This is an optimization exercise on Yosys and OpenROAD, whose aim is small area, a short achievable clock period and few clock cycles per item, not a production implementation.
Only simulation tests tie the RTL to the original design; equivalence was not proved.
Power is estimated from default activity; no workload was simulated.

### design/flow/design.v
module obs_sio (
    input  wire         clk,
    input  wire         rst,
    input  wire         cmd_valid,
    input  wire [71:0]  cmd,
    output wire         cmd_ready,
    output reg          rsp_valid,
    output wire [39:0]  rsp,
    output reg          bus_valid,
    output reg          bus_we,
    output reg  [31:0]  bus_addr,
    output wire [31:0]  bus_wdata,
    input  wire         bus_ready,
    input  wire [31:0]  bus_rdata,
    output wire [161:0] pin_func,
    output wire [107:0] pin_pull,
    output wire         uart_enable,
    output wire [1:0]   uart_cntl,
    output wire [1:0]   uart_lcr,
    output wire [15:0]  uart_baud
);
    localparam [31:0] UART_DATA_ADDR = 32'hFE215040;
    localparam [31:0] UART_LSR_ADDR  = 32'hFE215054;
    function [31:0] sreg_addr;
        input integer i;
        begin
            case (i)
                0: sreg_addr = 32'hFE200000;  1: sreg_addr = 32'hFE200004;
                2: sreg_addr = 32'hFE200008;  3: sreg_addr = 32'hFE20000C;
                4: sreg_addr = 32'hFE200010;  5: sreg_addr = 32'hFE200014;
                6: sreg_addr = 32'hFE20001C;  7: sreg_addr = 32'hFE200020;
                8: sreg_addr = 32'hFE200028;  9: sreg_addr = 32'hFE20002C;
                10: sreg_addr = 32'hFE2000E4; 11: sreg_addr = 32'hFE2000E8;
                12: sreg_addr = 32'hFE2000EC; 13: sreg_addr = 32'hFE2000F0;
                14: sreg_addr = 32'hFE215004; 15: sreg_addr = 32'hFE215044;
                16: sreg_addr = 32'hFE21504C; 17: sreg_addr = 32'hFE215050;
                18: sreg_addr = 32'hFE215060; default: sreg_addr = 32'hFE215068;
            endcase
        end
    endfunction
    reg        busy;                  
    reg        st_ext;                
    reg        st_dl;                 
    reg        st_dp;                 
    reg        st_dw;                 
    reg        st_tl;                 
    reg        st_td;                 
    reg        st_lf;                 
    reg        k_dr, k_try, k_wrb;    
    reg        lf;                    
    reg        rsp_ok, rsp_ill;
    reg [31:0] dat;                   
    reg [639:0] sreg;          
    reg [7:0]  ring [0:63];
    reg [5:0]  wr, rd;
    assign cmd_ready = ~busy;
    assign bus_wdata = dat;
    assign rsp       = {{7{rsp_ill}}, rsp_ill | rsp_ok, dat};
    wire [7:0]  c_op = cmd[71:64];
    wire [31:0] c_a  = cmd[63:32];
    wire [31:0] c_b  = cmd[31:0];
    wire acc = cmd_valid & ~busy;
    wire is_rd  = c_op == 8'h01;
    wire is_wr  = c_op == 8'h02;
    wire is_fn  = c_op == 8'h10;
    wire is_pl  = c_op == 8'h11;
    wire is_lv  = c_op == 8'h12;
    wire is_a5  = c_op == 8'h13;
    wire is_out = c_op == 8'h14;
    wire is_ui  = c_op == 8'h20;
    wire is_wrb = c_op == 8'h21;
    wire is_wrc = c_op == 8'h22;
    wire is_dr  = c_op == 8'h23;
    wire is_try = c_op == 8'h24;
    wire b_zero  = c_b == 32'd0;
    wire a_zero  = c_a == 32'd0;
    wire ahi_0   = c_a[31:8] == 24'd0;
    wire legal = (is_rd & b_zero) | is_wr | is_fn | is_pl | is_lv |
                 ((is_a5 | is_out) & b_zero) |
                 ((is_ui | is_dr | is_try) & a_zero & b_zero) |
                 ((is_wrb | is_wrc) & ahi_0 & b_zero);
    reg [19:0] hit;
    integer h;
    always @(*)
        for (h = 0; h < 20; h = h + 1)
            hit[h] = (c_a == sreg_addr(h));
    wire ext = ~|hit;
    wire        pin_ok = (c_a[31:6] == 26'd0) && (c_a[5:0] <= 6'd53);
    wire [63:0] pdec   = 64'd1 << c_a[5:0];
    wire fn_go  = acc & is_fn & pin_ok & (c_b[31:3] == 29'd0);
    wire pl_go  = acc & is_pl & pin_ok & (c_b[31:2] == 30'd0);
    wire cfg_go = acc & (is_a5 | is_out) & b_zero & pin_ok;
    wire set_go = acc & is_lv & pin_ok & (c_b == 32'd1);
    wire clr_go = acc & is_lv & pin_ok & b_zero;
    wire ui_go  = acc & is_ui & a_zero & b_zero;
    wire wreg   = acc & is_wr;
    wire [2:0] fval = is_fn ? c_b[2:0] : (is_a5 ? 3'd2 : 3'd1);
    wire [1:0] pval = is_pl ? c_b[1:0] : 2'd0;
    wire [2:0] fsel_d = is_ui ? 3'd2 : fval;
    wire [53:0] fsel_en, pull_en, set_en, clr_en;
    genvar gp;
    generate
        for (gp = 0; gp < 54; gp = gp + 1) begin : g_fen
            if (gp == 14 || gp == 15) begin : g_u
                assign fsel_en[gp] = ((fn_go | cfg_go) & pdec[gp]) | ui_go;
                assign pull_en[gp] = ((pl_go | cfg_go) & pdec[gp]) | ui_go;
            end else begin : g_n
                assign fsel_en[gp] = (fn_go | cfg_go) & pdec[gp];
                assign pull_en[gp] = (pl_go | cfg_go) & pdec[gp];
            end
            assign set_en[gp] = set_go & pdec[gp];
            assign clr_en[gp] = clr_go & pdec[gp];
        end
    endgenerate
    function [31:0] ui_val;
        input integer i;
        begin
            case (i)
                14: ui_val = 32'd1;
                16: ui_val = 32'd3;
                18: ui_val = 32'd3;
                19: ui_val = 32'd541;
                default: ui_val = 32'd0;
            endcase
        end
    endfunction
    genvar gr, gb;
    generate
        for (gr = 0; gr < 20; gr = gr + 1) begin : g_sr
            for (gb = 0; gb < 32; gb = gb + 1) begin : g_bit
                wire fe, fd;
                if (gr < 6 && gb < 30 && (10 * gr + gb / 3) < 54) begin : g_fs
                    assign fe = fsel_en[10 * gr + gb / 3];
                    assign fd = fsel_d[gb % 3];
                end else if (gr >= 6 && gr < 8 && (32 * (gr - 6) + gb) < 54) begin : g_set
                    assign fe = set_en[32 * (gr - 6) + gb];
                    assign fd = 1'b1;
                end else if (gr >= 8 && gr < 10 && (32 * (gr - 8) + gb) < 54) begin : g_clr
                    assign fe = clr_en[32 * (gr - 8) + gb];
                    assign fd = 1'b1;
                end else if (gr >= 10 && gr < 14 && (16 * (gr - 10) + gb / 2) < 54) begin : g_pl
                    assign fe = pull_en[16 * (gr - 10) + gb / 2];
                    assign fd = pval[gb % 2];
                end else if (gr >= 14) begin : g_ui
                    assign fe = ui_go;
                    assign fd = ui_val(gr) >> gb;
                end else begin : g_none
                    assign fe = 1'b0;
                    assign fd = 1'b0;
                end
                always @(posedge clk)
                    if (rst)
                        sreg[32 * gr + gb] <= 1'b0;
                    else if ((wreg & hit[gr]) | fe)
                        sreg[32 * gr + gb] <= is_wr ? c_b[gb] : fd;
            end
        end
    endgenerate
    reg [31:0] sreg_rd;
    integer q;
    always @(*) begin
        sreg_rd = 32'd0;
        for (q = 0; q < 20; q = q + 1)
            sreg_rd = sreg_rd | (sreg[32 * q +: 32] & {32{hit[q]}});
    end
    wire [5:0] wr1   = wr + 6'd1;
    wire [5:0] rd1   = rd + 6'd1;
    wire       full  = (wr1 == rd);
    wire       empty = (wr == rd);
    wire       c_lf  = c_a[7:0] == 8'h0A;
    wire [7:0] ring_wd = busy ? 8'h0A : ((is_wrc & c_lf) ? 8'h0D : c_a[7:0]);
    always @(posedge clk)
        if (~busy | st_lf)
            ring[wr] <= ring_wd;
    wire [7:0] ring_q = ring[rd];
    wire done = bus_valid & bus_ready;
    task go_idle;
        begin
            busy <= 1'b0; bus_valid <= 1'b0;
            st_ext <= 1'b0; st_dl <= 1'b0; st_dp <= 1'b0; st_dw <= 1'b0;
            st_tl <= 1'b0; st_td <= 1'b0; st_lf <= 1'b0;
        end
    endtask
    task respond;
        input ok;
        input ill;
        begin
            rsp_valid <= 1'b1; rsp_ok <= ok; rsp_ill <= ill;
        end
    endtask
    task lsr_read;
        input dl;
        input tl;
        begin
            busy <= 1'b1; bus_valid <= 1'b1; bus_we <= 1'b0; bus_addr <= UART_LSR_ADDR;
            st_ext <= 1'b0; st_dl <= dl; st_dp <= 1'b0; st_dw <= 1'b0;
            st_tl <= tl; st_td <= 1'b0; st_lf <= 1'b0;
        end
    endtask
    always @(posedge clk) begin
        rsp_valid <= 1'b0;
        if (st_dl | st_dp)
            dat <= {24'd0, ring_q};
        if (rst) begin
            go_idle;
            wr <= 6'd0;
            rd <= 6'd0;
        end else if (~busy) begin
            if (acc) begin
                dat <= ((is_wr & ext) ? c_b : 32'd0) |
                       ((is_rd & b_zero) ? sreg_rd : 32'd0);
                if (!legal) begin
                    respond(1'b0, 1'b1);
                end else if ((is_rd | is_wr) & ext) begin
                    busy <= 1'b1; st_ext <= 1'b1;
                    bus_valid <= 1'b1; bus_we <= is_wr; bus_addr <= c_a;
                end else if (is_wrb | is_wrc) begin
                    k_dr <= 1'b0; k_try <= 1'b0; k_wrb <= 1'b1;
                    lf <= is_wrc & c_lf;
                    if (full) begin
                        lsr_read(1'b1, 1'b0);
                    end else begin
                        wr <= wr1;
                        if (is_wrc & c_lf) begin
                            busy <= 1'b1; st_lf <= 1'b1;
                        end else
                            respond(1'b1, 1'b0);
                    end
                end else if (is_dr) begin
                    k_dr <= 1'b1; k_try <= 1'b0; k_wrb <= 1'b0;
                    if (empty) respond(1'b1, 1'b0);
                    else       lsr_read(1'b1, 1'b0);
                end else if (is_try) begin
                    k_dr <= 1'b0; k_try <= 1'b1; k_wrb <= 1'b0;
                    lsr_read(~empty, empty);
                end else begin
                    respond(is_rd | is_wr | is_ui | fn_go | pl_go | cfg_go |
                            set_go | clr_go, 1'b0);
                end
            end
        end else begin
            if (st_lf) begin
                lf <= 1'b0;
                if (full) begin
                    lsr_read(1'b1, 1'b0);
                end else begin
                    wr <= wr1;
                    dat <= 32'd0;
                    go_idle;
                    respond(1'b1, 1'b0);
                end
            end
            if (done) begin
                if (st_ext) begin
                    dat <= bus_we ? 32'd0 : bus_rdata;
                    go_idle;
                    respond(1'b1, 1'b0);
                end
                if (st_dp) begin
                    if (bus_rdata[5]) begin
                        st_dp <= 1'b0; st_dw <= 1'b1;
                        bus_we <= 1'b1; bus_addr <= UART_DATA_ADDR;
                    end
                end
                if (st_dw) begin
                    rd <= rd1;
                    if (rd1 != wr) begin
                        lsr_read(1'b1, 1'b0);
                    end else if (k_dr) begin
                        dat <= 32'd0;
                        go_idle;
                        respond(1'b1, 1'b0);
                    end else if (k_try) begin
                        lsr_read(1'b0, 1'b1);
                    end else begin
                        wr <= wr1;
                        if (lf) begin
                            busy <= 1'b1; bus_valid <= 1'b0;
                            st_dw <= 1'b0; st_lf <= 1'b1;
                        end else begin
                            dat <= 32'd0;
                            go_idle;
                            respond(1'b1, 1'b0);
                        end
                    end
                end
                if (st_dl) begin
                    if (bus_rdata[5]) begin
                        st_dl <= 1'b0; st_dp <= 1'b1;
                    end else if (k_dr) begin
                        dat <= 32'd0;
                        go_idle;
                        respond(1'b1, 1'b0);
                    end else if (k_try) begin
                        lsr_read(1'b0, 1'b1);
                    end else if (full) begin
                        lsr_read(1'b1, 1'b0);
                    end else begin
                        wr <= wr1;
                        if (lf) begin
                            busy <= 1'b1; bus_valid <= 1'b0;
                            st_dl <= 1'b0; st_lf <= 1'b1;
                        end else begin
                            dat <= 32'd0;
                            go_idle;
                            respond(1'b1, 1'b0);
                        end
                    end
                end
                if (st_tl) begin
                    if (bus_rdata[0]) begin
                        st_tl <= 1'b0; st_td <= 1'b1;
                        bus_addr <= UART_DATA_ADDR;
                    end else begin
                        dat <= 32'd0;
                        go_idle;
                        respond(1'b0, 1'b0);
                    end
                end
                if (st_td) begin
                    dat <= {24'd0, bus_rdata[7:0]};
                    go_idle;
                    respond(1'b1, 1'b0);
                end
            end
        end
    end
    genvar g;
    generate
        for (g = 0; g <= 53; g = g + 1) begin : g_pin
            assign pin_func[3*g +: 3] = sreg[32 * (g / 10) + 3 * (g % 10) +: 3];
            assign pin_pull[2*g +: 2] = sreg[32 * (10 + g / 16) + 2 * (g % 16) +: 2];
        end
    endgenerate
    assign uart_enable = sreg[32 * 14];
    assign uart_lcr    = sreg[32 * 16 +: 2];
    assign uart_cntl   = sreg[32 * 18 +: 2];
    assign uart_baud   = sreg[32 * 19 +: 16];
endmodule
### design/flow/run.sh
#!/bin/bash
# synth_recipe.tcl (not shown) runs the flow's synth.tcl, then flattens the netlist and writes it again
# the make line also repeats each setting of config.mk as NAME=value (left out here)
make -C /OpenROAD-flow-scripts/flow DESIGN_CONFIG=/design/flow/config.mk WORK_HOME=/design/flow/orfs CLKGATE_MAP_FILE= SYNTH_SCRIPT=/design/flow/synth_recipe.tcl finish
### design/flow/config.mk
export PLATFORM = sky130hd
export DESIGN_NAME = obs_sio
export DESIGN_NICKNAME = obs_sio
export VERILOG_FILES = /design/flow/design.v
export SDC_FILE = /design/flow/constraint.sdc
export NUM_CORES = 4
export LEC_CHECK = 0
export CAP_MARGIN = 20
export CORE_MARGIN = 2
export CORE_UTILIZATION = 35
export SLEW_MARGIN = 20
### design/flow/constraint.sdc
create_clock -name core_clock -period 7.0 [get_ports {clk}]
set_input_delay 1.4000 -clock core_clock [delete_from_list [all_inputs] [get_ports {clk}]]
set_output_delay 1.4000 -clock core_clock [all_outputs]
set_load 0.01 [all_outputs]
==> results of run 1 <==
==> final timing paths <==
path | startpoint | endpoint | slack (ns) | cells past startpoint
hold reg to reg | sreg[485] | sreg[485] | 0.45 | 2
setup reg to reg | busy | sreg[581] | 2.86 | 10
setup / recovery | cmd[41] | dat[1] | 1.61 | 11
hold / removal | sreg[485] | sreg[485] | 0.45 | 2
==> registers in the layout, summed over array words and instances, names as in the netlist, 6 cells and up, named ones only <==
name,flops
ring,512
wr,6
dat,32
bus_addr,32
sreg,640
rd,6
==> power groups by stage <==
stage / registers (mW) / clock network, mW / logic, mW
6_report: 7.61 / 7.52 / 0.456
5_1_grt: 7.61 / 7.87 / 0.462
2_1_floorplan: 7.77 / 0 / 0.172
4_1_cts: 7.61 / 7.56 / 0.435
3_5_place_dp: 7.77 / 0 / 0.434
3_3_place_gp: 7.77 / 0 / 0.432
==> metal layers <==
layer | up-vias | wire, µm | global-route usage
li1 | 20370 | - | -
met1 | 23900 | 98200 | 0.3888
met2 | 3672 | 107800 | 0.4338
met3 | 794 | 34270 | 0.09853
met4 | 44 | 16430 | 0.1599
met5 | - | 296 | 0
==> final cells by class <==
cell class                      instances  area, µm²  area share
Sequential cell                      1250      30540      0.4544
Multi-Input combinational cell       3517      22570      0.3359
Timing Repair Buffer                  689       6621     0.09853
Clock buffer                          186       3847     0.05725
Tap cell                             2160       2703     0.04021
Clock inverter                         68      827.0     0.01231
Inverter                               21      86.33    0.001285
Antenna cell                            3      7.507   0.0001117
==> stage by stage <==
step                area [µm²]  power [mW]  utilization  worst slack, ns
floorplan                56920       7.940            -           0.9392
global placement         62510       8.199       0.3879           0.8894
detailed placement       62520       8.201       0.3880           0.9716
CTS                      67190       15.60       0.4170            1.808
global route             67200       15.94       0.4171            1.659
finish                   67200       15.59       0.4171            1.612
==> critical path, stage by stage <==
cell             delay (ns)
clkdlybuf4s50_1        0.43
or4_4                  0.61
or4_1                  0.68
buf_4                  0.28
or4_1                  1.00
nor2_2                 0.55
buf_4                  0.40
a221oi_1               0.14
and4_1                 0.21
o22ai_1                0.26
a211o_1                0.15
==> cells by family (layout without fill, tap and decap cells) <==
family / Yosys count / in the layout / synth area share
buf+inv: 767 / 964 / 0.07335
fa+ha+maj: 2 / 2 / 0.0004396
flops: 1250 / 1250 / 0.5364
xor+xnor: 21 / 21 / 0.003231
compound gates: 1503 / 1503 / 0.1665
other cells: 0 / 3 / 0
mux: 261 / 261 / 0.07988
simple gates: 1730 / 1730 / 0.1402
==> synth_stat cells (8+ instances only) <==
cell type	n	area, µm²
o211ai_1	20	150.1
nor4_1	26	162.7
nand3b_1	93	698.2
buf_4	329	2470
nand3_1	252	1261
o21ai_0	345	1727
or3_1	21	131.4
or2_2	9	56.30
nand2_1	832	3123
a211oi_1	17	127.6
clkbuf_1	322	1209
a22o_1	54	473.0
a22oi_1	177	1329
a41o_1	30	300.3
a21oi_1	546	2733
a21o_1	37	277.8
dfxtp_1	700	14010
nand2b_1	17	106.4
nor3_1	40	200.2
a2bb2oi_1	15	131.4
a31oi_1	28	175.2
xor2_1	13	113.9
buf_1	46	172.7
and3_1	26	162.7
a211o_1	12	105.1
mux4_2	153	3446
nor2_1	261	979.7
o2bb2ai_1	19	166.4
a221oi_1	55	481.7
xnor2_1	8	70.07
nand4_1	38	237.7
o22ai_1	26	162.7
mux2_2	16	180.2
nor2b_1	26	162.7
buf_2	48	240.2
inv_1	19	71.32
mux2i_1	92	920.9
a2111oi_0	10	87.58
a222oi_1	39	390.4
edfxtp_1	550	16520
or4_1	12	90.09
and2_1	33	206.5
==> metrics.yaml, run 1 <==
route:
  drc: 0
  drt-vias-per-instance: 6.179
  routed_wl_um: 257000
  drt_iter0_drc: 8368
  ant_nets: 0
  first_pass_iters: 15
  wl_per_cell_um: 32.55
  vias: 48780
die:
  core_area_um2: 161100
  dieWidth_um: 407.3
  initial_utilization: 0.3533
  die_y_um: 407.3
  ios: 507
  rows: 147
  die_area_um2: 165900
setup_path:
  start_kind: "input port"
  crit_path_max_fanout: 16
  arrival_ns: 6.13
  crit_type: "input port to flip-flop"
  required_ns: 7.75
  endpoint_kind: "flip-flop"
synthesis:
  synth_cells: 5534
  syn_avg_cell_area_um2: 10.29
  synth_nets: 5644
  async_flop_share: 0
  syn_area_um2: 56920
  ys_ff_latch: 1250
  yosysSeqAreaShare: 0.5364
  synthDistinctLibCells: 86
  synth-edff-count: 550
  synth_top_flop_cell: "dfxtp_1"
  yosys_warnings: 1
global_route:
  overflow: 0
  grt_max_degree: 193
  antenna_found_initial: 29
  first_global_vias: 45190
  grt_pass1_wl_um: 356100
  grt.total_usage: 0.2974
clock_tree:
  clock_sink_count: 1250
  clkTransAtPathRegs_ns: 0.06
  cts_buffer_depth: 3
  numCtsBuffers: 140
  holdBufCountCts: 0
  root_buffer: "clkbuf_16"
  cts_tree: "yes"
  clk_latency_ns: 0.82
  post_cts_resized: 0
  postCtsSetupRepairBufs: 0
  cts_max_level: 4
final_layout:
  drive_above_1_share: 0.1150
  final_common_cell: "nand2_1"
  fill_cells: 15310
  final_cells: 7894
  fin_nets: 5729
  syn2layout_area_growth_pct: 18.07
  layout_common_cells: "nand2_1 (831), dfxtp_1 (696), edfxtp_1 (550)"
pwr:
  p_seq_frac: 0.488
  switching_share: 0.2345
  p_per_area_nw_per_um2: 231.9
  power.leakage_nw: 21.81
  power_frac_comb: 0.029
  p_clk_frac: 0.483
  p_int_mw: 11.93
  power.switching_mw: 3.655
  ir_worst_vdd_mv: 0.2607
timing:
  final-hold-violation-count: 0
  worstMarginPinSlew_ns: 1.256
  slew_headroom: 0.1595
  finalSetupViolCount: 0
  clock_skew_ns: 0.04557
  rsz0062_at_grt: "no"
  max_freq_mhz: 185.6
  fin_tns_setup_ns: 0
  min_period_over_period: 0.7697
  hold-worst-slack_ns: 0.4484
  slew_viol_final: 0
  layout_min_cycle_time_ns: 5.388
outcome:
  outcome: "finished clean"
flow_run:
  drv_cap: 0
placed_design:
  place_congestion: 1.035
  portBuffers: 506
  dp.cells: 7637
  dp_hpwl_um: 183300
hold_path:
  hold_class: "flip-flop to flip-flop"
Testbench counts, summed over its fixed seeds: cycles 37,465, commands 12,000.
==> run 2, diff against run 1 <==
--- a/design/flow/design.v
+++ b/design/flow/design.v
@@ -151,6 +151,4 @@
                 always @(posedge clk)
-                    if (rst)
-                        sreg[32 * gr + gb] <= 1'b0;
-                    else if ((wreg & hit[gr]) | fe)
-                        sreg[32 * gr + gb] <= is_wr ? c_b[gb] : fd;
+                    if (rst | (wreg & hit[gr]) | fe)
+                        sreg[32 * gr + gb] <= ~rst & (is_wr ? c_b[gb] : fd);
             end
--- a/design/flow/config.mk
+++ b/design/flow/config.mk
@@ -7,2 +7,3 @@
 export LEC_CHECK = 0
+export ABC_CLOCK_PERIOD_IN_PS = 3500
 export CAP_MARGIN = 20
@@ -10,2 +11,3 @@
 export CORE_UTILIZATION = 35
+export SETUP_SLACK_MARGIN = 3.5
 export SLEW_MARGIN = 20
==> run 2 against run 1 <==
Sequential share of layout area is 7.3 points higher. Via count is 17% lower. Die area fell by 4.6%. Routed wire length is 1.8% lower. Clock-buffer cell count decreased by 44. Non-clock buffer count is 176 higher. Synthesized cell count decreased by 33%. Critical path depth shrank 4. Global-route usage is 0.57 points higher. Critical path type unchanged.
==> metrics.yaml, run 2 <==
outcome:
  outcome: "finished clean"
hold_path:
  min-delay-start: "dat[17]"
  hold_class: "flip-flop to flip-flop"
synthesis:
  synth_top_area_frac: 0.6581  # +0.3679
  ys_ff_latch: 1250  # unchanged
  synth_nets: 3833  # -32%
  synth_top_cell_by_area: "edfxtp_1"
  yosys_warnings: 1  # unchanged
  yosysSeqAreaShare: 0.6802  # +0.1439
  syn_avg_cell_area_um2: 14.58  # +42%
  syn_area_um2: 54300  # -4.6%
  async_flop_share: 0  # unchanged
  synthTopCellsByCount: "edfxtp_1 (1190), buf_4 (334), o21ai_0 (297)"
  synth-edff-count: 1190  # +120%
  synth_top_flop_cell: "edfxtp_1"
  synth_cells: 3723  # -33%
  synth_most_common_cell: "edfxtp_1"
  synthDistinctLibCells: 91  # +5.8%
  synth_area_leaders: "edfxtp_1 (66%), mux4_2 (6.0%), buf_4 (4.6%)"
final_layout:
  drive_above_1_share: 0.2697  # +0.1547
  final_common_cell: "edfxtp_1"
  fill_cells: 13400  # -12%
  largest_reg_flops: 640  # unchanged
  largestRegisters: "sreg x640, ring x512"
  final_cells: 6326  # -20%
  top_register: "sreg"
  layout_common_cells: "edfxtp_1 (1190), clkdlybuf4s50_1 (438), nor2_1 (199)"
  syn2layout_area_growth_pct: 29.03
  fin_nets: 4273  # -25%
setup_path:
  crit_path_max_fanout: 6  # -10
  cp_cell_sequence: "clkdlybuf4s50_1 -> nand2_1 -> nor2_4 -> buf_4 -> buf_4 -> a21oi_2 -> o21ai_1"
  max_stage_delay_ns: 0.95  # -0.05 ns
  endpoint_kind: "flip-flop"
  cp_common_cell: "buf_4"
  start_kind: "input port"
  crit_type: "input port to flip-flop"
  crit_buf_inv: 3  # unchanged
  cp-startpoint: "cmd_valid"
  cpMaxStageDelayCell: "a21oi_2"
  required_ns: 7.51  # -0.24 ns
  arrival_ns: 4.24  # -1.89 ns
  cp_top_family: "compound AO/OA/AOI/OAI gates"
global_route:
  grt_pass1_wl_um: 326300  # -8.4%
  grt.total_usage: 0.3031  # +0.005745
  antenna_found_initial: 25  # -14%
  first_global_vias: 37890  # -16%
  overflow: 0  # unchanged
  grt_max_degree: 72  # -63%
timing:
  finalSetupViolCount: 0  # unchanged
  slew_headroom: 0.1885  # +0.02902
  final-hold-violation-count: 0  # unchanged
  clock_skew_ns: 0.06854  # +0.02297 ns
  rsz0062_at_grt: "yes"
  worstMarginPinSlew_ns: 1.217  # -0.03889 ns
  hold-worst-slack_ns: 0.4758  # +0.02746 ns
  fin_tns_setup_ns: 0  # unchanged
  slew_viol_final: 0  # unchanged
  min_period_over_period: 0.5330  # -0.2367
  max_freq_mhz: 268.0  # +44%
  layout_min_cycle_time_ns: 3.731  # -1.657 ns
flow_run:
  drv_cap: 0  # unchanged
clock_tree:
  cts_max_level: 3  # -1
  clock_sink_count: 1250  # unchanged
  cts_tree: "yes"
  clk_latency_ns: 0.82  # about the same
  holdBufCountCts: 0  # unchanged
  root_buffer: "clkbuf_16"
  numCtsBuffers: 120  # -14%
  clkTransAtPathRegs_ns: 0.07  # about the same
  cts_buffer_depth: 3  # unchanged
placed_design:
  place_congestion: 0.9729  # -6.0%
  dp_hpwl_um: 161200  # -12%
  portBuffers: 506  # unchanged
  dp.cells: 5834  # -24%
die:
  ios: 507  # unchanged
  rows: 144  # -2.0%
  die_area_um2: 158300  # -4.6%
  core_area_um2: 154000  # -4.4%
  dieWidth_um: 397.9  # -2.3%
  die_y_um: 397.9  # -2.3%
  initial_utilization: 0.3525  # -0.0007983
pwr:
  ir_worst_vdd_mv: 0.2022  # -22%
  p_per_area_nw_per_um2: 237.2  # +2.3%
  power.leakage_nw: 22.86  # +4.8%
route:
  ant_nets: 0  # unchanged
  drt_iter0_drc: 7607  # -9.1%
  drc: 0  # unchanged
  wl_per_cell_um: 39.90  # +23%
  vias: 40520  # -17%
  routed_wl_um: 252400  # -1.8%
  first_pass_iters: 10  # -5
  drt-vias-per-instance: 6.405  # +3.7%
==> run 2: cell count changes after synthesis, moves of 23 or more <==
cell	previous run	this run
a41o_1	30	7
a21oi_1	546	92
clkbuf_1	322	170
buf_1	46	17
nor2_1	261	213
mux2i_1	92	23
nand3b_1	93	4
edfxtp_1	550	1190
nand3_1	252	64
a21o_1	37	3
nand2_1	832	181
dfxtp_1	700	60
o21ai_0	345	297
inv_1	19	60
==> run 2: final timing paths <==
kind / depth (start not counted) / to / slack, ns
hold reg to reg: 2 / dat[17] / 0.48
setup reg to reg: 7 / dat[0] / 3.60
hold / removal: 2 / dat[17] / 0.48
setup / recovery: 7 / sreg[225] / 3.27
==> run 2: worst register-to-register path, delay by kind of cell (launching register included) <==
family          cells  cell delay (ns)
simple gates        2             0.22
compound gates      2             0.75
flops               1             0.80
buf+inv             1             0.56
mux                 2             0.96
==> run 2: timing repair <==
item	4_1_cts	5_1_grt
buffers inserted	143	56
gates resized for setup	479	361
setup endpoints to repair	1181	796
endpoints found under the hold margin	0	0
cloned	34	18
pin swaps	75	101
==> run 2: stage by stage <==
stage                       util  instance area, µm²  total power, mW  worst slack, ns
final                     0.4548               70060            16.62            3.269
after global routing      0.4547               70040            16.89            3.327
after CTS                 0.4415               68010            16.49            3.380
after detailed placement  0.3933               60590            9.596            1.005
after global placement    0.3927               60490            9.581            1.062
after floorplan                -               55310            9.055            2.479
==> run 2: cell type report <==
class / count / area, µm² / area share
Tap cell: 2044 / 2557 / 0.03650
Clock buffer: 142 / 3157 / 0.04506
Inverter: 62 / 264.0 / 0.003768
Antenna cell: 14 / 35.03 / 0.0005000
Sequential cell: 1250 / 36950 / 0.5274
Timing Repair Buffer: 865 / 9479 / 0.1353
Timing Repair inverter: 2 / 17.52 / 0.0002500
Multi-Input combinational cell: 1862 / 16600 / 0.2369
Clock inverter: 85 / 1002 / 0.01430
==> run 2: power by group <==
part	total (mW)	leakage, nW	switching (mW)	internal, mW
registers	8.61	11.6	0.195	8.41
clock network	7.00	2.02	3.01	3.99
logic	1.01	9.26	0.638	0.373
total	16.6	22.9	3.84	12.8
==> run 2: kinds of logic (layout without fill, tap and decap cells) <==
family / Yosys count / in the layout / synth area share
adder cells (fa/ha/maj): 2 / 2 / 0.0004608
other: 0 / 14 / 0
XOR/XNOR: 16 / 16 / 0.002581
flip-flops: 1250 / 1250 / 0.6802
multiplexers: 171 / 171 / 0.06500
buffers and inverters: 629 / 1156 / 0.06775
AND/OR/NAND/NOR: 731 / 744 / 0.06779
AO/OA/AOI/OAI: 924 / 929 / 0.1162
==> run 2: per-layer routing <==
layer  global-route usage  vias up  share of wire
li1                     -    15410              -
met3               0.1369     1142           0.16
met4               0.2010       22          0.088
met1               0.3422    20120           0.32
met5                    0        -        0.00075
met2               0.4621     3829           0.44
Testbench counts of run 2, summed over its fixed seeds: cycles 37,465, commands 12,000.
==> run 3, diff against run 2 <==
--- a/design/flow/design.v
+++ b/design/flow/design.v
@@ -14,8 +14,8 @@
     input  wire [31:0]  bus_rdata,
-    output wire [161:0] pin_func,
-    output wire [107:0] pin_pull,
-    output wire         uart_enable,
-    output wire [1:0]   uart_cntl,
-    output wire [1:0]   uart_lcr,
-    output wire [15:0]  uart_baud
+    output reg  [161:0] pin_func,
+    output reg  [107:0] pin_pull,
+    output reg          uart_enable,
+    output reg  [1:0]   uart_cntl,
+    output reg  [1:0]   uart_lcr,
+    output reg  [15:0]  uart_baud
 );
@@ -41,2 +41,3 @@
     reg        busy;                  
+    reg        rdy;                   
     reg        st_ext;                
@@ -50,10 +51,10 @@
     reg        lf;                    
-    reg        rsp_ok, rsp_ill;
+    reg        rsp_s0, rsp_ill;       
     reg [31:0] dat;                   
-    reg [639:0] sreg;          
+    wire [639:0] sreg;         
     reg [7:0]  ring [0:63];
     reg [5:0]  wr, rd;
-    assign cmd_ready = ~busy;
+    assign cmd_ready = rdy;
     assign bus_wdata = dat;
-    assign rsp       = {{7{rsp_ill}}, rsp_ill | rsp_ok, dat};
+    assign rsp       = {{7{rsp_ill}}, rsp_s0, dat};
     wire [7:0]  c_op = cmd[71:64];
@@ -61,3 +62,3 @@
     wire [31:0] c_b  = cmd[31:0];
-    wire acc = cmd_valid & ~busy;
+    wire acc = cmd_valid & rdy;
     wire is_rd  = c_op == 8'h01;
@@ -144,4 +145,5 @@
                 end else if (gr >= 14) begin : g_ui
+                    localparam [31:0] UV = ui_val(gr);
                     assign fe = ui_go;
-                    assign fd = ui_val(gr) >> gb;
+                    assign fd = UV[gb];
                 end else begin : g_none
@@ -150,5 +152,34 @@
                 end
-                always @(posedge clk)
-                    if (rst | (wreg & hit[gr]) | fe)
-                        sreg[32 * gr + gb] <= ~rst & (is_wr ? c_b[gb] : fd);
+                wire ne = rst | (wreg & hit[gr]) | fe;
+                wire nd = ~rst & (is_wr ? c_b[gb] : fd);
+                if (gr < 6 && gb < 30 && (10 * gr + gb / 3) < 54) begin : g_pf
+                    always @(posedge clk)
+                        if (ne) pin_func[30 * gr + gb] <= nd;
+                    assign sreg[32 * gr + gb] = pin_func[30 * gr + gb];
+                end else if (gr >= 10 && gr < 14 && (16 * (gr - 10) + gb / 2) < 54) begin : g_pp
+                    always @(posedge clk)
+                        if (ne) pin_pull[32 * (gr - 10) + gb] <= nd;
+                    assign sreg[32 * gr + gb] = pin_pull[32 * (gr - 10) + gb];
+                end else if (gr == 14 && gb == 0) begin : g_en
+                    always @(posedge clk)
+                        if (ne) uart_enable <= nd;
+                    assign sreg[32 * gr + gb] = uart_enable;
+                end else if (gr == 16 && gb < 2) begin : g_lcr
+                    always @(posedge clk)
+                        if (ne) uart_lcr[gb] <= nd;
+                    assign sreg[32 * gr + gb] = uart_lcr[gb];
+                end else if (gr == 18 && gb < 2) begin : g_cntl
+                    always @(posedge clk)
+                        if (ne) uart_cntl[gb] <= nd;
+                    assign sreg[32 * gr + gb] = uart_cntl[gb];
+                end else if (gr == 19 && gb < 16) begin : g_baud
+                    always @(posedge clk)
+                        if (ne) uart_baud[gb] <= nd;
+                    assign sreg[32 * gr + gb] = uart_baud[gb];
+                end else begin : g_q
+                    reg q;
+                    always @(posedge clk)
+                        if (ne) q <= nd;
+                    assign sreg[32 * gr + gb] = q;
+                end
             end
@@ -156,2 +187,11 @@
     endgenerate
+    wire [6:0]  rkey = {c_a[12], c_a[7:2]};
+    wire [31:0] rd_term [0:19];
+    genvar gq;
+    generate
+        for (gq = 0; gq < 20; gq = gq + 1) begin : g_rd
+            localparam [31:0] AD = sreg_addr(gq);
+            assign rd_term[gq] = sreg[32 * gq +: 32] & {32{rkey == {AD[12], AD[7:2]}}};
+        end
+    endgenerate
     reg [31:0] sreg_rd;
@@ -161,3 +201,3 @@
         for (q = 0; q < 20; q = q + 1)
-            sreg_rd = sreg_rd | (sreg[32 * q +: 32] & {32{hit[q]}});
+            sreg_rd = sreg_rd | rd_term[q];
     end
@@ -168,6 +208,14 @@
     wire       c_lf  = c_a[7:0] == 8'h0A;
-    wire [7:0] ring_wd = busy ? 8'h0A : ((is_wrc & c_lf) ? 8'h0D : c_a[7:0]);
-    always @(posedge clk)
-        if (~busy | st_lf)
-            ring[wr] <= ring_wd;
+    reg [7:0] wbuf;
+    reg [5:0] waddr;
+    always @(posedge clk) begin
+        ring[waddr] <= wbuf;
+        if (~busy) begin
+            wbuf  <= (is_wrc & c_lf) ? 8'h0D : c_a[7:0];
+            waddr <= wr;
+        end else if (st_lf) begin
+            wbuf  <= 8'h0A;
+            waddr <= wr;
+        end
+    end
     wire [7:0] ring_q = ring[rd];
@@ -176,3 +224,3 @@
         begin
-            busy <= 1'b0; bus_valid <= 1'b0;
+            busy <= 1'b0; rdy <= 1'b1; bus_valid <= 1'b0;
             st_ext <= 1'b0; st_dl <= 1'b0; st_dp <= 1'b0; st_dw <= 1'b0;
@@ -185,3 +233,3 @@
         begin
-            rsp_valid <= 1'b1; rsp_ok <= ok; rsp_ill <= ill;
+            rsp_valid <= 1'b1; rsp_s0 <= ok | ill; rsp_ill <= ill;
         end
@@ -192,3 +240,3 @@
         begin
-            busy <= 1'b1; bus_valid <= 1'b1; bus_we <= 1'b0; bus_addr <= UART_LSR_ADDR;
+            busy <= 1'b1; rdy <= 1'b0; bus_valid <= 1'b1; bus_we <= 1'b0; bus_addr <= UART_LSR_ADDR;
             st_ext <= 1'b0; st_dl <= dl; st_dp <= 1'b0; st_dw <= 1'b0;
@@ -208,3 +256,3 @@
                 dat <= ((is_wr & ext) ? c_b : 32'd0) |
-                       ((is_rd & b_zero) ? sreg_rd : 32'd0);
+                       ((is_rd & b_zero & ~ext) ? sreg_rd : 32'd0);
                 if (!legal) begin
@@ -212,3 +260,3 @@
                 end else if ((is_rd | is_wr) & ext) begin
-                    busy <= 1'b1; st_ext <= 1'b1;
+                    busy <= 1'b1; rdy <= 1'b0; st_ext <= 1'b1;
                     bus_valid <= 1'b1; bus_we <= is_wr; bus_addr <= c_a;
@@ -222,3 +270,3 @@
                         if (is_wrc & c_lf) begin
-                            busy <= 1'b1; st_lf <= 1'b1;
+                            busy <= 1'b1; rdy <= 1'b0; st_lf <= 1'b1;
                         end else
@@ -275,3 +323,3 @@
                         if (lf) begin
-                            busy <= 1'b1; bus_valid <= 1'b0;
+                            busy <= 1'b1; rdy <= 1'b0; bus_valid <= 1'b0;
                             st_dw <= 1'b0; st_lf <= 1'b1;
@@ -298,3 +346,3 @@
                         if (lf) begin
-                            busy <= 1'b1; bus_valid <= 1'b0;
+                            busy <= 1'b1; rdy <= 1'b0; bus_valid <= 1'b0;
                             st_dl <= 1'b0; st_lf <= 1'b1;
@@ -325,13 +373,2 @@
     end
-    genvar g;
-    generate
-        for (g = 0; g <= 53; g = g + 1) begin : g_pin
-            assign pin_func[3*g +: 3] = sreg[32 * (g / 10) + 3 * (g % 10) +: 3];
-            assign pin_pull[2*g +: 2] = sreg[32 * (10 + g / 16) + 2 * (g % 16) +: 2];
-        end
-    endgenerate
-    assign uart_enable = sreg[32 * 14];
-    assign uart_lcr    = sreg[32 * 16 +: 2];
-    assign uart_cntl   = sreg[32 * 18 +: 2];
-    assign uart_baud   = sreg[32 * 19 +: 16];
 endmodule
==> design/flow/flow/run.sh (new file) <==
#!/bin/bash
set -euo pipefail
export BUFFER_PORTS_ARGS="-buffer_cell sky130_fd_sc_hd__buf_2"
bash standard.sh > flow_make.log 2>&1
==> design/flow/standard.sh (new file) <==
#!/bin/bash
# synth_recipe.tcl (not shown) runs the flow's synth.tcl, then flattens the netlist and writes it again
# the make line also repeats each setting of config.mk as NAME=value (left out here)
make -C /OpenROAD-flow-scripts/flow DESIGN_CONFIG=/design/flow/config.mk WORK_HOME=/design/flow/orfs CLKGATE_MAP_FILE= SYNTH_SCRIPT=/design/flow/synth_recipe.tcl "${@:-finish}"
removed: design/flow/run.sh
==> run 3 against run 2 <==
Still clean. Worst setup slack improved by 0.047 ns. Hold slack improved by 0.057 ns. Via count decreased by 2.9%. Area after synthesis fell by 3.1%. Final area decreased by 9.6%. Utilization shrank 3.1 points. Clock skew shrank 0.015 ns. Routed wire length shrank 6.9%. Final cell count is 2.9% lower. Sequential share of layout area is 6.3 points higher. Sequential power increased by 1%. Largest cell class unchanged. Highest routed layer unchanged.
==> metrics.yaml, run 3 <==
outcome:
  outcome: "finished clean"
route:
  vias: 39360  # -2.9%
  routed_wl_um: 235100  # -6.9%
  drt_iter0_drc: 7230  # -5.0%
  drt-vias-per-instance: 6.407  # about the same
  ant_nets: 0  # unchanged
  wl_met1_um: 76810  # -4.1%
  wl_met3_um: 38880  # -2.3%
  wl_met2_um: 101000  # -8.3%
  routed.top_layer: "met5"
  drc: 0  # unchanged
  wl_per_cell_um: 38.27  # -4.1%
  first_pass_iters: 10  # unchanged
global_route:
  first_global_vias: 36940  # -2.5%
  overflow: 0  # unchanged
  grt_max_degree: 65  # -9.7%
  antenna_found_initial: 46  # +84%
  grt.total_usage: 0.2965  # -0.006615
  grt_pass1_wl_um: 310400  # -4.9%
synthesis:
  yosys.area_share.simple: 0.06842  # +0.0006242
  synth_most_common_cell: "edfxtp_1"
  synth-edff-count: 1204  # +1.2%
  synth_top_cell_by_area: "edfxtp_1"
  ys_ff_latch: 1265  # +1.2%
  syn_area_um2: 52610  # -3.1%
  yosys_warnings: 1  # unchanged
  synth_top_family_by_area: "compound AO/OA/AOI/OAI gates"
  synthDistinctLibCells: 91  # unchanged
  synthMuxAreaShare: 0.06414  # -0.0008681
  synth_compound_area_frac: 0.1231  # +0.006905
  syn_avg_cell_area_um2: 15.11  # +3.6%
  synth_top_area_frac: 0.6872  # +0.02906
  synth_top_flop_cell: "edfxtp_1"
  async_flop_share: 0  # unchanged
  synth_nets: 3593  # -6.3%
  synthTopCellsByCount: "edfxtp_1 (1204), o21ai_0 (288), nor2_1 (224)"
  synth_area_leaders: "edfxtp_1 (69%), mux4_2 (6.2%), a22oi_1 (2.9%)"
  synthAdderAreaFrac: 0.0004756  # +0.00001475
  yosysSeqAreaShare: 0.7104  # +0.03014
  synth_xor_area_frac: 0.003329  # +0.0007485
  synth_cells: 3483  # -6.4%
timing:
  layout_min_cycle_time_ns: 3.684  # -0.04662 ns
  slew_viol_final: 0  # unchanged
  fin_tns_setup_ns: 0  # unchanged
  worstMarginPinSlew_ns: 1.316  # +0.09874 ns
  rsz0062_at_grt: "yes"
  clock_skew_ns: 0.05395  # -0.01459 ns
  hold-worst-slack_ns: 0.5329  # +0.05708 ns
  max_freq_mhz: 271.4  # +1.3%
  finalSetupViolCount: 0  # unchanged
  min_period_over_period: 0.5263  # -0.006660
  slew_headroom: 0.1207  # -0.06778
  final-hold-violation-count: 0  # unchanged
  fin_ws_ns: 3.316  # +0.04662 ns
clock_tree:
  holdBufCountCts: 0  # unchanged
  cts_buffer_depth: 3  # unchanged
  clk_latency_ns: 0.81  # about the same
  clock_sink_count: 1265  # +1.2%
  cts_max_level: 4  # +1
  numCtsBuffers: 133  # +11%
  root_buffer: "clkbuf_16"
  cts_tree: "yes"
  clkTransAtPathRegs_ns: 0.06  # about the same
final_layout:
  layout_common_cells: "edfxtp_1 (1204), buf_2 (498), o21ai_0 (207)"
  largest_reg_flops: 512  # -20%
  drive_above_1_share: 0.2935  # +0.02382
  utilization: 0.4234  # -0.03144
  final_cells: 6143  # -2.9%
  top_register: "ring"
  largestRegisters: "ring x512, g_sr.g_bit.genblk2.genblk1.genblk1.genblk1.genblk1.g_q.q x349, pin_func x162"
  fin_nets: 4114  # -3.7%
  syn2layout_area_growth_pct: 20.38
  final_common_cell: "edfxtp_1"
setup_path:
  crit_type: "input port to flip-flop"
  start_kind: "input port"
  crit_path_max_fanout: 23  # +17
  r2r_cells: 8  # +1
  endpoint_kind: "flip-flop"
  required_ns: 7.63  # +0.12 ns
  arrival_ns: 4.31  # +0.07 ns
die:
  initial_utilization: 0.3517  # -0.0007744
  core_area_um2: 149600  # -2.9%
  die_area_um2: 153400  # -3.1%
  rows: 142  # -1.4%
  die_y_um: 391.7  # -1.5%
  ios: 507  # unchanged
  dieWidth_um: 391.7  # -1.5%
hold_path:
  hold_class: "flip-flop to flip-flop"
  hold_depth: 0  # -2
placed_design:
  portBuffers: 506  # unchanged
  dp_hpwl_um: 160500  # -0.44%
  pre_cts_ws_ns: 1.235  # +0.2298 ns
  dp.cells: 5835  # +0.017%
  place_congestion: 0.9859  # +1.3%
flow_run:
  drv_cap: 0  # unchanged
pwr:
  p_per_area_nw_per_um2: 264.1  # +11%
  power.leakage_nw: 21.14  # -7.5%
  ir_worst_vdd_mv: 0.2278  # +13%
==> run 3: final timing paths <==
kind                            startpoint        to  slack [ns]
worst max-delay path               cmd[44]    dat[8]        3.32
worst min-delay path                 wr[4]  waddr[4]        0.53
worst max register to register   flip-flop    dat[4]        3.70
worst min register to register       wr[4]  waddr[4]        0.53
==> run 3: critical path, cell delays in order <==
cell and delay [ns]:
buf_4 0.25, or3_2 0.28, buf_6 0.36, nor2b_4 0.16
buf_4 0.29, a22oi_1 0.51, nand4_1 0.17, o41ai_1 0.62
o2111ai_1 0.20
==> run 3: report_power, final <==
part           total [mW]  internal [mW]  leakage, nW  switching, mW
sequential           8.71           8.52         11.7          0.195
clock                7.21           4.07         2.13           3.13
combinational       0.812          0.200         7.29          0.612
total                16.7           12.8         21.1           3.94
==> run 3: cell type report <==
cell class              count  area [µm²]
diodes                     18       45.04
clock buffers             161        3527
clock inverters            79       832.0
fillers                 13680       86260
inverters                  88       366.6
multi-input cells        1850       14710
flip-flops and latches   1265       37390
well taps                2016        2522
repair buffers            665        3940
repair inverters            1       6.256
==> run 3: logic make-up (layout without fill, tap and decap cells) <==
family	Yosys count	after routing
other	0	18
XOR/XNOR	20	20
flip-flops	1265	1265
AO/OA/AOI/OAI	932	934
adder cells (fa/ha/maj)	2	2
multiplexers	157	157
buffers and inverters	371	994
AND/OR/NAND/NOR	736	737
==> run 3: metal layers <==
layer,track usage,vias up
li1,-,15090
met1,0.3525,19620
met2,0.4388,3717
met3,0.1298,892
met4,0.1885,40
met5,0,-
==> run 3: stage by stage <==
stage	total power, mW	cell area (µm²)
2_1_floorplan	9.051	52830
6_report	16.73	63340
3_3_place_gp	9.585	57790
3_5_place_dp	9.597	57810
4_1_cts	16.69	62770
5_1_grt	17.03	63300
==> run 3: timing repair <==
action / CTS / global route
endpoints found under the setup margin: 744 / 495
resized for setup: 109 / 103
buffers inserted: 27 / 19
gates cloned: 3 / 1
hold endpoints to repair: 0 / 0
pin swaps: 15 / 9
Testbench counts of run 3, summed over its fixed seeds: cycles 37,465, commands 12,000.
==> run 4, diff against run 3 <==
--- a/design/flow/config.mk
+++ b/design/flow/config.mk
@@ -7,3 +7,3 @@
 export LEC_CHECK = 0
-export ABC_CLOCK_PERIOD_IN_PS = 3500
+export ABC_CLOCK_PERIOD_IN_PS = 2500
 export CAP_MARGIN = 20
@@ -11,3 +11,4 @@
 export CORE_UTILIZATION = 35
-export SETUP_SLACK_MARGIN = 3.5
+export SETUP_SLACK_MARGIN = 4.0
 export SLEW_MARGIN = 20
+export TNS_END_PERCENT = 10
==> run 4 against run 3 <==
Still clean on timing, DRC and antenna. Final cell count rose by 2.1%. Synthesized cell count did not move. Register-to-register slack improved by 0.13 ns. Utilization rose by 1.9 points. Global-route usage rose by 1.1 points. Die area did not move. Total power fell by 0.26%. Routed wire length rose by 5.2%. Combinational power rose by 17%. Clock-buffer cell count rose by 20. Final area rose by 4.6%. Clock power fell by 3%. Critical path type unchanged.
==> metrics.yaml, run 4 <==
outcome:
  outcome: "finished clean"
setup_path:
  r2r_setup_slack_ns: 3.83  # +0.13 ns
  r2r_cells: 8  # unchanged
  cp-startpoint: "cmd[37]"
  crit_type: "input port to flip-flop"
  arrival_ns: 3.99  # -0.32 ns
  r2r_end: "dat[5]"
  crit_path_max_fanout: 22  # -4.3%
  endpoint_kind: "flip-flop"
  required_ns: 7.45  # -0.18 ns
  start_kind: "input port"
synthesis:
  synthTopCellsByCount: "edfxtp_1 (1204), o21ai_0 (288), nor2_1 (224)"
  synthDistinctLibCells: 91  # unchanged
  synth_most_common_cell: "edfxtp_1"
  synth_area_leaders: "edfxtp_1 (69%), mux4_2 (6.2%), a22oi_1 (2.9%)"
  async_flop_share: 0  # unchanged
  synth-edff-count: 1204  # unchanged
  synth_nets: 3593  # unchanged
  syn_area_um2: 52610  # unchanged
  yosys_warnings: 1  # unchanged
  synth_cells: 3483  # unchanged
  syn_avg_cell_area_um2: 15.11  # unchanged
  synth_top_flop_cell: "edfxtp_1"
  ys_ff_latch: 1265  # unchanged
  synth_top_cell_by_area: "edfxtp_1"
  synth_top_area_frac: 0.6872  # unchanged
  yosysSeqAreaShare: 0.7104  # unchanged
timing:
  layout_min_cycle_time_ns: 3.530  # -0.1539 ns
  fin_ws_ns: 3.470  # +0.1539 ns
  slew_viol_final: 0  # unchanged
  worstMarginPinSlew_ns: 1.177  # -0.1393 ns
  final-hold-violation-count: 0  # unchanged
  finalSetupViolCount: 0  # unchanged
  clock_skew_ns: 0.05368  # -0.0002713 ns
  slew_headroom: 0.1952  # +0.07451
  max_freq_mhz: 283.3  # +4.4%
  min_period_over_period: 0.5043  # -0.02199
  rsz0062_at_grt: "yes"
  fin_tns_setup_ns: 0  # unchanged
clock_tree:
  clock_sink_count: 1265  # unchanged
  cts_tree: "yes"
  clk_latency_ns: 0.79  # -0.02 ns
  root_buffer: "clkbuf_16"
  cts_max_level: 4  # unchanged
  holdBufCountCts: 0  # unchanged
  clkTransAtPathRegs_ns: 0.06  # about the same
  cts_buffer_depth: 3  # unchanged
  numCtsBuffers: 135  # +1.5%
route:
  drt-vias-per-instance: 6.582  # +2.7%
  drc: 0  # unchanged
  routed_wl_um: 247300  # +5.2%
  first_pass_iters: 14  # +4
  ant_nets: 0  # unchanged
  drt_iter0_drc: 8080  # +12%
  vias: 41270  # +4.8%
  wl_per_cell_um: 39.45  # +3.1%
hold_path:
  hold_class: "flip-flop to flip-flop"
  min-delay-start: "st_td"
placed_design:
  portBuffers: 506  # unchanged
  dp.cells: 5839  # +0.069%
  pre_cts_ws_ns: 1.514  # +0.2797 ns
  place_congestion: 1.013  # +2.8%
  dp_hpwl_um: 161600  # +0.67%
die:
  dieWidth_um: 391.7  # unchanged
  die_y_um: 391.7  # unchanged
  initial_utilization: 0.3517  # unchanged
  ios: 507  # unchanged
  rows: 142  # unchanged
  core_area_um2: 149600  # unchanged
  die_area_um2: 153400  # unchanged
final_layout:
  largestRegisters: "ring x512, g_sr.g_bit.genblk2.genblk1.genblk1.genblk1.genblk1.g_q.q x349, pin_func x162"
  utilization: 0.4428  # +0.01944
  top_register: "ring"
  fill_cells: 13340  # -2.5%
  layout_common_cells: "edfxtp_1 (1204), buf_2 (491), a22oi_1 (204)"
  final_common_cell: "edfxtp_1"
  final_cells: 6270  # +2.1%
  syn2layout_area_growth_pct: 25.91
  fin_nets: 4243  # +3.1%
  largest_reg_flops: 512  # unchanged
  drive_above_1_share: 0.3376  # +0.04408
global_route:
  overflow: 0  # unchanged
  grt.total_usage: 0.3076  # +0.01109
  grt_max_degree: 65  # unchanged
  grt_pass1_wl_um: 321500  # +3.6%
  antenna_found_initial: 30  # -35%
  first_global_vias: 37780  # +2.3%
pwr:
  power.leakage_nw: 22.24  # +5.2%
  ir_worst_vdd_mv: 0.2518  # +11%
  p_per_area_nw_per_um2: 251.9  # -4.6%
flow_run:
  drv_cap: 0  # unchanged
-- run 4: cell counts after synthesis --
Identical to the previous run, type by type.
-- run 4: worst max-delay path: stages --
cell and delay [ns]:
buf_6 0.23, nand2_1 0.23, nor3_2 0.85, nand2_1 0.82, o21ai_0 0.43
-- run 4: timing repair --
item,in CTS,in global routing
setup buffers,75,62
gates cloned,20,15
gates resized for setup,308,272
endpoints found under the setup margin,1086,1141
pin swaps,32,58
-- run 4: how the worst min path moves through the flow --
stage | depth (start not counted) | slack, ns | to
final | 2 | 0.53 | st_td
after global routing | 0 | 0.55 | waddr[5]
after CTS | 2 | 0.53 | st_td
after detailed placement | 2 | 0.52 | st_td
after global placement | 2 | 0.51 | wr[5]
after floorplan | 0 | 0.40 | waddr[3]
-- run 4: cell type report --
type                       instances  area [µm²]  share of cell area
multi-input combinational       1861       15740              0.2376
clock buffer                     181        3709             0.05598
clock inverter                    62       509.2            0.007687
sequential                      1265       37390              0.5644
antenna                           15       37.54           0.0005666
timing repair buffer             782        5997             0.09053
inverter                          88       340.3            0.005137
tap                             2016        2522             0.03808
-- run 4: power by group --
part	switching (mW)	internal (mW)	total [mW]
Sequential	0.199	8.52	8.72
Clock	3.09	3.93	7.02
Combinational	0.679	0.271	0.950
Total	3.97	12.7	16.7
-- run 4: cell families (layout without fill, tap and decap cells) --
| logic type | Yosys count | count (layout) | share of synthesized area |
|---|---|---|---|
| AOI/OAI and AO/OA | 932 | 942 | 0.1231 |
| xor gates and xnor gates | 20 | 20 | 0.003329 |
| adders and majority gates | 2 | 2 | 0.0004755 |
| buffers and inverters | 371 | 1113 | 0.03018 |
| DFF | 1265 | 1265 | 0.7104 |
| muxes | 157 | 157 | 0.06414 |
| other | 0 | 15 | 0 |
| and+or+nand+nor | 736 | 740 | 0.06842 |
-- run 4: metal layers --
metal,global-route usage,routed length [µm]
met5,0,194
met4,0.1901,21490
met3,0.1733,45300
met2,0.4441,102000
met1,0.3520,78330
-- run 4: metrics by stage --
stage | area [µm²] | hold slack [ns] | power [mW]
global route | 66210 | 0.5466 | 16.97
floorplan | 52730 | 0.4029 | 9.048
global placement | 57730 | 0.5141 | 9.589
CTS | 64110 | 0.5270 | 16.53
finish | 66240 | 0.5306 | 16.69
detailed placement | 57780 | 0.5194 | 9.599
==> run 5, diff against run 4 <==
--- a/design/flow/config.mk
+++ b/design/flow/config.mk
@@ -7,3 +7,3 @@
 export LEC_CHECK = 0
-export ABC_CLOCK_PERIOD_IN_PS = 2500
+export ABC_CLOCK_PERIOD_IN_PS = 1800
 export CAP_MARGIN = 20
@@ -11,4 +11,3 @@
 export CORE_UTILIZATION = 35
-export SETUP_SLACK_MARGIN = 4.0
+export SETUP_SLACK_MARGIN = 3.8
 export SLEW_MARGIN = 20
-export TNS_END_PERCENT = 10
==> run 5 against run 4 <==
Total power rose by 0.37%. Combinational power fell by 2.3%. Fmax rose by 2.5%.
==> metrics.yaml, run 5 <==
route:
  ant_nets: 0  # unchanged
  wl_per_cell_um: 39.09  # -0.89%
  drt-vias-per-instance: 6.469  # -1.7%
  routed_wl_um: 242900  # -1.8%
  drt_iter0_drc: 7344  # -9.1%
  first_pass_iters: 12  # -2
  drc: 0  # unchanged
  vias: 40190  # -2.6%
setup_path:
  r2r_setup_slack_ns: 3.86  # +0.03 ns
  crit_path_max_fanout: 55  # +150%
  r2r_end: "dat[19]"
  r2r_cells: 9  # +1
  r2r-start: "wr[2]"
  start_kind: "input port"
  required_ns: 7.46  # about the same
  arrival_ns: 3.90  # -0.09 ns
  crit_type: "input port to flip-flop"
  endpoint_kind: "flip-flop"
die:
  die_area_um2: 153400  # unchanged
  rows: 142  # unchanged
  initial_utilization: 0.3517  # unchanged
  core_area_um2: 149600  # unchanged
  die_y_um: 391.7  # unchanged
  dieWidth_um: 391.7  # unchanged
  ios: 507  # unchanged
final_layout:
  drive_above_1_share: 0.3454  # +0.007784
  top_register: "ring"
  layout_common_cells: "edfxtp_1 (1204), buf_2 (489), a22oi_1 (204)"
  largestRegisters: "ring x512, g_sr.g_bit.genblk2.genblk1.genblk1.genblk1.genblk1.g_q.q x349, pin_func x162"
  largest_reg_flops: 512  # unchanged
  fin_nets: 4186  # -1.3%
  final_common_cell: "edfxtp_1"
  syn2layout_area_growth_pct: 24.68
  final_cells: 6213  # -0.91%
placed_design:
  place_congestion: 0.9936  # -1.9%
  dp_hpwl_um: 160800  # -0.51%
  portBuffers: 506  # unchanged
  dp.cells: 5824  # -0.26%
synthesis:
  ys_ff_latch: 1265  # unchanged
  async_flop_share: 0  # unchanged
  synth_cells: 3483  # unchanged
  synthDistinctLibCells: 91  # unchanged
  synth_area_leaders: "edfxtp_1 (69%), mux4_2 (6.2%), a22oi_1 (2.9%)"
  synth_top_cell_by_area: "edfxtp_1"
  yosysSeqAreaShare: 0.7104  # unchanged
  synth_nets: 3593  # unchanged
  synth-edff-count: 1204  # unchanged
  syn_avg_cell_area_um2: 15.11  # unchanged
  synth_most_common_cell: "edfxtp_1"
  syn_area_um2: 52610  # unchanged
  synthTopCellsByCount: "edfxtp_1 (1204), o21ai_0 (288), nor2_1 (224)"
  yosys_warnings: 1  # unchanged
  synth_top_area_frac: 0.6872  # unchanged
  synth_top_flop_cell: "edfxtp_1"
timing:
  finalSetupViolCount: 0  # unchanged
  max_freq_mhz: 290.2  # +2.5%
  rsz0062_at_grt: "yes"
  slew_viol_final: 0  # unchanged
  clock_skew_ns: 0.04131  # -0.01237 ns
  final-hold-violation-count: 0  # unchanged
  layout_min_cycle_time_ns: 3.445  # -0.08492 ns
  worstMarginPinSlew_ns: 1.146  # -0.03076 ns
  slew_headroom: 0.2360  # +0.04079
  min_period_over_period: 0.4922  # -0.01213
  fin_tns_setup_ns: 0  # unchanged
clock_tree:
  cts_tree: "yes"
  clock_sink_count: 1265  # unchanged
  clk_latency_ns: 0.79  # about the same
  numCtsBuffers: 134  # -0.74%
  root_buffer: "clkbuf_16"
  cts_buffer_depth: 3  # unchanged
  clkTransAtPathRegs_ns: 0.06  # about the same
  cts_max_level: 4  # unchanged
global_route:
  grt_max_degree: 79  # +22%
  grt.total_usage: 0.3065  # -0.001126
  met1_usage: 0.3582  # +0.006207
  busiest_layer: "met2"
  antenna_found_initial: 22  # -27%
  first_global_vias: 37090  # -1.8%
  use_met3: 0.1529  # -0.02036
  met2_usage: 0.4475  # +0.003379
  grt_pass1_wl_um: 319500  # -0.61%
  overflow: 0  # unchanged
pwr:
  p_per_area_nw_per_um2: 255.3  # +1.4%
  power.leakage_nw: 22.01  # -1.0%
  finalPower_mw: 16.75  # +0.37%
  p_seq_frac: 0.520  # -0.002
  switching_share: 0.2368  # -0.001243
  p_int_mw: 12.78  # +0.54%
  power_frac_comb: 0.055  # -0.002
  power.switching_mw: 3.966  # -0.15%
  p_clk_frac: 0.424  # +0.003
  ir_worst_vdd_mv: 0.2117  # -16%
outcome:
  outcome: "finished clean"
hold_path:
  hold_depth: 2  # unchanged
  min-delay-start: "st_td"
  hold_class: "flip-flop to flip-flop"
  hold_end: "st_td"
flow_run:
  drv_cap: 0  # unchanged
==> run 5: changes by cell type in the layout (fill, tap and decap cells not counted), moves of 8 or more <==
cell | before | now
buf_4 | 162 | 145
clkinv_1 | 17 | 25
o21ai_4 | 63 | 37
nor2_2 | 10 | 29
o21ai_2 | 64 | 111
buf_12 | 54 | 41
o21ai_0 | 144 | 123
clkbuf_1 | 37 | 24
clkbuf_16 | 150 | 142
nor2_1 | 202 | 183
==> run 5: area by class of cell <==
type                    count  area, µm²
fillers                 13360      84000
repair inverters            3      23.77
inverters                  88      360.3
clock inverters            79      694.4
clock buffers             165       3607
flip-flops and latches   1265      37390
diodes                     13      32.53
well taps                2016       2522
multi-input cells        1853      15790
repair buffers            731       5175
==> run 5: what timing repair did <==
action | in CTS | in global routing
pin swaps | 42 | 41
endpoints found under the setup margin | 838 | 742
hold buffers | 0 | 0
setup buffers | 82 | 31
gates resized for setup | 368 | 224
gates cloned | 12 | 5
==> run 5: cells by family (layout without fill, tap and decap cells) <==
logic type	Yosys count	after routing	synth area share
and+or+nand+nor	736	738	0.06842
adders and majority gates	2	2	0.0004755
xor gates and xnor gates	20	20	0.003329
muxes	157	157	0.06414
DFF	1265	1265	0.7104
buffers and inverters	371	1066	0.03018
AOI/OAI and AO/OA	932	936	0.1231
other	0	13	0
==> run 5: per-layer routing <==
metal | wire (µm) | share of wire
met1 | 77920 | 0.32
met2 | 102700 | 0.42
met3 | 42390 | 0.17
met4 | 19630 | 0.081
met5 | 280 | 0.0012
==> run 5: through the flow <==
stage / worst slack [ns] / hold WS (ns) / area, µm² / util
after global routing: 3.680 / 0.5459 / 65570 / 0.4383
after global placement: 1.712 / 0.5023 / 57890 / 0.3870
after detailed placement: 1.619 / 0.5085 / 57890 / 0.3870
after CTS: 3.733 / 0.5173 / 64200 / 0.4291
after floorplan: 3.047 / 0.4029 / 53040 / -
final: 3.555 / 0.5216 / 65600 / 0.4385
==> run 5: critical path: stages <==
cell     delay, ns
buf_2         0.14
nor4_4        0.34
nand4_1       0.16
buf_6         0.19
buf_4         0.14
or2_2         0.33
nor2_1        0.21
o21ai_4       0.10
buf_12        0.20
o21ai_2       0.41
==> run 5: how the worst max path moves through the flow <==
stage	start	endpoint	slack, ns
floorplan	cmd[69]	flip-flop	3.05
global route	cmd[42]	flip-flop	3.68
finish	cmd[19]	pin_func[34]	3.55
detailed placement	cmd[35]	bus_addr[10]	1.62
CTS	cmd[42]	pin_func[59]	3.73
global placement	cmd[19]	bus_addr[3]	1.71
==> run 5: power groups by stage <==
stage               clock network (mW)  registers, mW  logic, mW
finish                            7.11           8.71      0.928
global route                      7.39           8.71      0.930
CTS                               7.11           8.70      0.835
detailed placement                   0           8.86      0.755
global placement                     0           8.86      0.745
floorplan                            0           8.82      0.237
==> run 6, diff against run 5 <==
--- a/design/flow/config.mk
+++ b/design/flow/config.mk
@@ -7,6 +7,6 @@
 export LEC_CHECK = 0
-export ABC_CLOCK_PERIOD_IN_PS = 1800
 export CAP_MARGIN = 20
 export CORE_MARGIN = 2
-export CORE_UTILIZATION = 35
+export CORE_UTILIZATION = 50
+export CTS_BUF_LIST = sky130_fd_sc_hd__clkbuf_4 sky130_fd_sc_hd__clkbuf_8
 export SETUP_SLACK_MARGIN = 3.8
==> run 6 against run 5 <==
Worst setup slack better by 0.014 ns. Clock power is 13% lower. Critical endpoint is now pin_func[35]. Final area down 3.9%. Routed wire length is 6.6% lower. Via count decreased by 0.60%. Non-clock buffer count decreased by 27. Fmax rose by 0.42%. First-iteration DRC count decreased by 7.1%. Die area decreased by 30%. Utilization grew 17 points. Sequential cell count stayed put.
==> metrics.yaml, run 6 <==
outcome:
  outcome: "finished clean"
global_route:
  first_global_vias: 37430  # +0.91%
  use_met3: 0.1520  # -0.0009475
  overflow: 0  # unchanged
  busiest_layer: "met2"
  antenna_found_initial: 18  # -18%
  grt_max_degree: 65  # -18%
  grt.total_usage: 0.4116  # +0.1051
  met2_usage: 0.6114  # +0.1639
  met1_usage: 0.4972  # +0.1390
timing:
  fin_tns_setup_ns: 0  # unchanged
  worstMarginPinSlew_ns: 1.180  # +0.03384 ns
  fin_ws_ns: 3.569  # +0.01429 ns
  slew_headroom: 0.2133  # -0.02267
  slew_viol_final: 0  # unchanged
  finalSetupViolCount: 0  # unchanged
  rsz0062_at_grt: "yes"
  final-hold-violation-count: 0  # unchanged
  max_freq_mhz: 291.4  # +0.42%
  clock_skew_ns: 0.06638  # +0.02507 ns
placed_design:
  portBuffers: 506  # unchanged
  pre_cts_ws_ns: 1.282  # -0.3371 ns
  dp_hpwl_um: 148700  # -7.5%
  place_congestion: 1.012  # +1.8%
route:
  wl_per_cell_um: 40.04  # +2.4%
  routed_wl_um: 226900  # -6.6%
  drt_iter0_drc: 6825  # -7.1%
  ant_nets: 0  # unchanged
  vias: 39950  # -0.60%
pwr:
  power.leakage_nw: 21.48  # -2.4%
  p_seq_frac: 0.552  # +0.032
  p_int_mw: 11.96  # -6.5%
  finalPower_mw: 15.75  # -6.0%
  ir_worst_vdd_mv: 0.2014  # -4.9%
  switching_share: 0.2408  # +0.003965
clock_tree:
  clkTransAtPathRegs_ns: 0.06  # about the same
  root_buffer: "clkbuf_8"
  cts_buffer_depth: 3  # unchanged
  holdBufCountCts: 0  # unchanged
  clk_latency_ns: 0.94  # +0.15 ns
die:
  ios: 507  # unchanged
  dieWidth_um: 328.4  # -16%
  die_y_um: 328.4  # -16%
  die_area_um2: 107800  # -30%
  initial_utilization: 0.5062  # +0.1545
synthesis:
  yosys_warnings: 1  # unchanged
  synth_cells: 3483  # unchanged
  syn_area_um2: 52610  # unchanged
  synth_top_flop_cell: "edfxtp_1"
  synth_nets: 3593  # unchanged
  yosysSeqAreaShare: 0.7104  # unchanged
  ys_ff_latch: 1265  # unchanged
  synthTopCellsByCount: "edfxtp_1 (1204), o21ai_0 (288), nor2_1 (224)"
  synth_top_area_frac: 0.6872  # unchanged
  syn_avg_cell_area_um2: 15.11  # unchanged
hold_path:
  min-delay-start: "st_td"
  hold_class: "flip-flop to flip-flop"
setup_path:
  required_ns: 7.63  # +0.17 ns
  arrival_ns: 4.06  # +0.16 ns
  start_kind: "input port"
  crit_type: "input port to flip-flop"
final_layout:
  final_common_cell: "edfxtp_1"
  largestRegisters: "ring x512, g_sr.g_bit.genblk2.genblk1.genblk1.genblk1.genblk1.g_q.q x349, pin_func x162"
  top_register: "ring"
  fill_cells: 8164  # -39%
  syn2layout_area_growth_pct: 19.83
  fin_nets: 4223  # +0.88%
  largest_reg_flops: 512  # unchanged
  layout_common_cells: "edfxtp_1 (1204), buf_2 (496), clkbuf_8 (210)"
  drive_above_1_share: 0.3301  # -0.01531
flow_run:
  drv_cap: 0  # unchanged
==> run 6: cell counts after synthesis <==
Identical to the previous run, type by type.
==> run 6: final timing paths <==
path	end	cells past startpoint	slack, ns
setup / recovery	pin_func[35]	7	3.57
hold / removal	st_td	2	0.52
setup reg to reg	dat[4]	9	3.89
hold reg to reg	st_td	2	0.52
==> run 6: what timing repair did <==
| item | in CTS | in global routing |
|---|---|---|
| endpoints found under the setup margin | 774 | 527 |
| resized for setup | 186 | 125 |
| gates cloned | 6 | 6 |
| setup buffers | 53 | 37 |
| pin swaps | 27 | 17 |
==> run 6: final cells by class <==
cell class,instances,area (µm²),area share
flip-flops and latches,1265,37390,0.5931
diodes,22,55.05,0.0008732
inverters,88,389.1,0.006172
repair inverters,1,8.758,0.0001389
multi-input cells,1851,15050,0.2387
repair buffers,704,4574,0.07256
clock inverters,69,376.6,0.005974
clock buffers,288,3476,0.05513
well taps,1380,1727,0.02739
==> run 6: kinds of logic (layout without fill, tap and decap cells) <==
| group | Yosys count | count (layout) | share of synthesized area |
|---|---|---|---|
| adder cells (fa/ha/maj) | 2 | 2 | 0.0004755 |
| AND/OR/NAND/NOR | 736 | 737 | 0.06842 |
| AO/OA/AOI/OAI | 932 | 935 | 0.1231 |
| flip-flops | 1265 | 1265 | 0.7104 |
| multiplexers | 157 | 157 | 0.06414 |
| other | 0 | 22 | 0 |
| XOR/XNOR | 20 | 20 | 0.003329 |
| buffers and inverters | 371 | 1150 | 0.03018 |
==> run 6: power groups by stage <==
stage	clock network [mW]	logic, mW	registers [mW]
floorplan	0	0.237	8.82
global placement	0	0.726	8.83
detailed placement	0	0.739	8.83
CTS	6.21	0.783	8.68
global route	6.54	0.851	8.69
finish	6.21	0.848	8.69
==> run 6: layer usage <==
| metal | part of all wire | routed length (µm) | up-vias |
|---|---|---|---|
| met5 | 0.00025 | 57 | - |
| met4 | 0.094 | 21280 | 10 |
| met3 | 0.14 | 32530 | 1066 |
| met2 | 0.43 | 98410 | 3718 |
| met1 | 0.33 | 74650 | 19790 |
| li1 | - | - | 15360 |
==> run 6: per-stage QoR <==
| stage | instances | instance area [µm²] |
|---|---|---|
| after floorplan | 3483 | 53040 |
| after global placement | 5185 | 57040 |
| after detailed placement | 5187 | 57130 |
| after CTS | 5603 | 62180 |
| after global routing | 5654 | 63010 |
| final | 5668 | 63050 |
==> run 6: worst max-delay path, stage by stage <==
cell and delay (ns):
buf_2 0.15, nor2_2 0.45, nand2_1 0.27, nor3_4 0.33
buf_6 0.50, a31oi_4 0.32, nor2_1 0.59

Re-timed with assumed drivers on the ports (clkbuf_16 on the clock, buf_2 on other inputs), run 6 has 3.596 ns of setup slack against 3.569 ns with ideal ports, and 2.620 ns once port delays also move by the mid clock arrival of 0.976 ns.
